This is an optimization exercise on Yosys and OpenROAD, whose aim is small area, a short achievable clock period and few clock cycles, not a production implementation. Only simulation tests tie the RTL to the original design; equivalence was not proved. Power and IR drop assume default switching activity.

raven:
==> flow/design.v (excerpt) <==
module simplecpu (
    input  wire        clk,
    input  wire        rst,
    output wire        mem_req,
    output wire        mem_we,
    output wire [15:0] mem_addr,
    output wire [7:0]  mem_wdata,
    input  wire        mem_ready,
    input  wire [7:0]  mem_rdata,
    output wire        out_valid,
    output wire [7:0]  out_data,
    output wire        in_req,
    input  wire        in_ack,
    input  wire [7:0]  in_data,
    output wire        halted,
    output wire [1:0]  fault,
    input  wire [3:0]  dbg_sel,
    output reg  [15:0] dbg_data
);
    localparam [7:0] OP_NOP  = 8'h00, OP_LDI  = 8'h01, OP_LDM  = 8'h02,
                     OP_ST   = 8'h03, OP_MOV  = 8'h04, OP_PUSH = 8'h05,
                     OP_POP  = 8'h06, OP_ADD  = 8'h10, OP_ADDI = 8'h11,
                     OP_SUB  = 8'h12, OP_SUBI = 8'h13, OP_MUL  = 8'h14,
                     OP_DIV  = 8'h15, OP_INC  = 8'h16, OP_DEC  = 8'h17,
                     OP_AND  = 8'h20, OP_OR   = 8'h21, OP_XOR  = 8'h22,
                     OP_NOT  = 8'h23, OP_SHL  = 8'h24, OP_SHR  = 8'h25,
                     OP_CMP  = 8'h30, OP_CMPI = 8'h31, OP_JMP  = 8'h40,
  ...
Size: ~3,300 cells after synthesis, roughly 25,000 um2 of cells after synthesis.
clock: 11.0 ns
lec_check: 0
cap_margin: 10
core_margin: 2
core_utilization: 40
setup_slack_margin: 5
slew_margin: 10
run.sh (not shown) runs the stock make flow with config.mk's settings and CLKGATE_MAP_FILE= SYNTH_SCRIPT=/design/flow/synth_recipe.tcl, a recipe that flattens the netlist after the stock synthesis.
raven closes out successfully: all stages finished, all timing, DRC and antenna checks passed.
Testbench counts of raven, summed over its fixed seeds: cycles 451,283.
Input-level comparison between quartz and raven:
- CORE_UTILIZATION changed from 40 to 45
==> flow/flow/run.sh (new file) <==
#!/bin/bash
# Layout flow: the standard ORFS flow (standard.sh), except that synthesis
# maps the logic with ABC's area-oriented mapper (strash; dc2; dc2; &get -n; &dch; &nf -a; &put; topo)
# instead of ORFS's delay-oriented script. Everything else in synthesis (the
# yosys passes, register mapping, naming) is ORFS's and the standard flow's own script, so
# the registers are exactly those of the standard synthesis.
set -euo pipefail
W=$(pwd)

# ORFS's scripts, with only the ABC area script replaced
rm -rf "$W/scripts_area"
mkdir -p "$W/scripts_area"
cp -r "$FLOW_HOME/scripts/." "$W/scripts_area/"
printf 'strash\ndc2\ndc2\n&get -n\n&dch\n&nf -a\n&put\ntopo\n' > "$W/scripts_area/abc_area.script"

# synthesis (the standard flow's synthesis script, ORFS synth.tcl, area mapping)
make -C "$FLOW_HOME" DESIGN_CONFIG="$W/config.mk" WORK_HOME="$W/orfs" \
    CLKGATE_MAP_FILE= SYNTH_SCRIPT="$W/synth_recipe.tcl" \
    SCRIPTS_DIR="$W/scripts_area" ABC_AREA=1 synth > "$W/synth_make.log" 2>&1

# the rest of the layout: the standard flow from floorplan to finish,
# which also writes out/final.def
bash "$W/standard.sh" finish > "$W/layout_make.log" 2>&1
==> flow/standard.sh (new file) <==
#!/bin/bash
# synth_recipe.tcl (not shown) runs the flow's synth.tcl, then flattens the netlist and writes it again
# the make line also repeats each setting of config.mk as NAME=value (left out here)
make -C /OpenROAD-flow-scripts/flow DESIGN_CONFIG=/design/flow/config.mk WORK_HOME=/design/flow/orfs CLKGATE_MAP_FILE= SYNTH_SCRIPT=/design/flow/synth_recipe.tcl "${@:-finish}"
removed: flow/run.sh
Findings:
Relative to raven, quartz improves relative slew slack.
Going from raven to quartz, antenna diode count fell by 2, post-synthesis instance area shrank by 3000 um2, post-layout total power moved down.
Compared with raven, in quartz net total in the final layout went down 207; number of buffer and inverter instances along the worst setup path went down 2; global routing usage on met3 went up 1.1 points; sequential share of layout area went up 1.8 points.
Between raven and quartz, the difference in aggregate negative setup slack is negligible.
Of quartz and raven, it is quartz that has the lower die area.
Changes in delta relative to quartz:
diff --git a/flow/flow/run.sh b/flow/flow/run.sh
--- a/flow/flow/run.sh
+++ b/flow/flow/run.sh
@@ -2,3 +2,3 @@
 # Layout flow: the standard ORFS flow (standard.sh), except that synthesis
-# maps the logic with ABC's area-oriented mapper (strash; dc2; dc2; &get -n; &dch; &nf -a; &put; topo)
+# maps the logic with ABC's area-oriented mapper (strash; &get -n; &dch; &nf -a; &put; topo)
 # instead of ORFS's delay-oriented script. Everything else in synthesis (the
@@ -13,3 +13,3 @@
 cp -r "$FLOW_HOME/scripts/." "$W/scripts_area/"
-printf 'strash\ndc2\ndc2\n&get -n\n&dch\n&nf -a\n&put\ntopo\n' > "$W/scripts_area/abc_area.script"
+printf 'strash\n&get -n\n&dch\n&nf -a\n&put\ntopo\n' > "$W/scripts_area/abc_area.script"
 
Findings:
- Compared to quartz, delta has non-clock buffer area fraction after layout 0.57 points lower.
- [compare] base=quartz new=delta: share of synthesized area spent on multiplexers shows an increase of 0.95 points; wire length of the first global-routing pass shows an increase of 12,000 um.
- Per the comparison of delta with quartz, routed length per instance went up 6.5%; setup slack on the worst flop-to-flop path held; wire length went up about 9%.
--- input diff delta..willow ---
diff --git a/flow/flow/run.sh b/flow/flow/run.sh
--- a/flow/flow/run.sh
+++ b/flow/flow/run.sh
@@ -2,3 +2,3 @@
 # Layout flow: the standard ORFS flow (standard.sh), except that synthesis
-# maps the logic with ABC's area-oriented mapper (strash; &get -n; &dch; &nf -a; &put; topo)
+# maps the logic with ABC's area-oriented mapper (strash; dc2; &get -n; &dch; &nf -a; &put; topo)
 # instead of ORFS's delay-oriented script. Everything else in synthesis (the
@@ -13,3 +13,3 @@
 cp -r "$FLOW_HOME/scripts/." "$W/scripts_area/"
-printf 'strash\n&get -n\n&dch\n&nf -a\n&put\ntopo\n' > "$W/scripts_area/abc_area.script"
+printf 'strash\ndc2\n&get -n\n&dch\n&nf -a\n&put\ntopo\n' > "$W/scripts_area/abc_area.script"
 
--- outcome ---
Status | delta and willow | clean. Diff delta and willow: largest net degree at the start of global routing higher in willow. Run comparison: willow slowest library cell on the worst path sky130_fd_sc_hd__edfxtp_1; delta slowest library cell on the worst path sky130_fd_sc_hd__or4b_1. Between delta and willow, the worst hold slack is lower for delta. Between delta and willow, overall via count from detail_route is lower for willow, delta comes in above that. Re end-of-flow core utilization: willow is 1.0 points up on delta. The sequential cell area fraction in the yosys report reported for willow is greater than that of delta by 0.92 points.
What onyx does differently from willow at the input level:
- CORE_UTILIZATION changed from 45 to 40
diff --git a/flow/flow/run.sh b/flow/flow/run.sh
--- a/flow/flow/run.sh
+++ b/flow/flow/run.sh
@@ -2,3 +2,3 @@
 # Layout flow: the standard ORFS flow (standard.sh), except that synthesis
-# maps the logic with ABC's area-oriented mapper (strash; dc2; &get -n; &dch; &nf -a; &put; topo)
+# maps the logic with ABC's area-oriented mapper (strash; &get -n; &dch; &nf -a; &put; topo)
 # instead of ORFS's delay-oriented script. Everything else in synthesis (the
@@ -13,3 +13,3 @@
 cp -r "$FLOW_HOME/scripts/." "$W/scripts_area/"
-printf 'strash\ndc2\n&get -n\n&dch\n&nf -a\n&put\ntopo\n' > "$W/scripts_area/abc_area.script"
+printf 'strash\n&get -n\n&dch\n&nf -a\n&put\ntopo\n' > "$W/scripts_area/abc_area.script"
 
Notes after the runs:
- onyx reached the end of the flow, and the finished layout is clean on the timing, DRC and antenna checks.
- Overall power of the completed layout: onyx vs willow down 6.4%
- onyx has setup slack above what willow had.
- Compared with willow, in onyx HPWL after detailed placement now larger; number of buffers other than clock buffers in the final layout now sits lower; count of distinct cell types in the synthesized netlist picked up an extra 3.
- Diff willow -> onyx | number of cells upsized or downsized after cts | down by a little under 10%
- A critical path startpoint of op[0] is what willow shows, while state[1] belongs to onyx.
- Between onyx and willow, the post-route worst hold slack is lower for onyx.
Relative to onyx, the following input files were edited for zinc:
- swapping 40 for 48 in CORE_UTILIZATION
diff --git a/flow/flow/run.sh b/flow/flow/run.sh
--- a/flow/flow/run.sh
+++ b/flow/flow/run.sh
@@ -2,3 +2,3 @@
 # Layout flow: the standard ORFS flow (standard.sh), except that synthesis
-# maps the logic with ABC's area-oriented mapper (strash; &get -n; &dch; &nf -a; &put; topo)
+# maps the logic with ABC's area-oriented mapper (strash; dch; map -a; topo)
 # instead of ORFS's delay-oriented script. Everything else in synthesis (the
@@ -13,3 +13,3 @@
 cp -r "$FLOW_HOME/scripts/." "$W/scripts_area/"
-printf 'strash\n&get -n\n&dch\n&nf -a\n&put\ntopo\n' > "$W/scripts_area/abc_area.script"
+printf 'strash\ndch\nmap -a\ntopo\n' > "$W/scripts_area/abc_area.script"
 
Notes after the runs:
- From onyx to zinc the numbers moved as follows: final core utilization now sits higher, met1 track demand over resource shows an increase of 4.7 points, via count saw an increase.
- Taking onyx as the reference, in zinc multi-input logic portion of the cell area shows a reduction of 5.4 points, sequential share of layout area now sits lower, synthesized netlist cell count rose 19%.
- Looking at number of fill cells, zinc sits 1,079 below onyx.
- Max peak supply drop across zinc and onyx: zinc
- Lower clock buffer count in the final layout was reported by onyx, not zinc.
- zinc ends up with a number of tap cells added at floorplan that is 19% lower than in onyx.

==> re-timing with driven ports <==
In the flow no input, the clock included, has a driving cell. The finished layouts below were timed again as built, in two steps.
Step 1 assumes that a clkbuf_16 drives the clock port and a buf_2 every other input.
Step 2 also shifts input and output timing later by t, the mid clock arrival at the registers, as if the neighbouring blocks saw the same clock.
a / b / c = ideal ports / drivers / drivers and shift; a / b = the first two.
| run | t (ns) | setup slack, ns | latest minus earliest clock arrival (ns) |
|---|---|---|---|
| raven | 0.633 | 4.915 / 4.905 / 4.915 | 0.021 / 0.021 |
| quartz | 0.627 | 4.987 / 4.964 / 4.636 | 0.030 / 0.031 |
| delta | 0.629 | 4.963 / 4.904 / 4.863 | 0.021 / 0.021 |
| willow | 0.631 | 4.614 / 4.614 / 4.614 | 0.016 / 0.017 |
| onyx | 0.635 | 4.871 / 4.871 / 4.819 | 0.023 / 0.023 |
| zinc | 0.631 | 4.893 / 4.837 / 4.755 | 0.023 / 0.024 |
After both steps setup and hold are still met in every run listed. The setup slack of quartz, which loses most, moves by -0.023 ns with the drivers and by -0.351 ns with both steps.
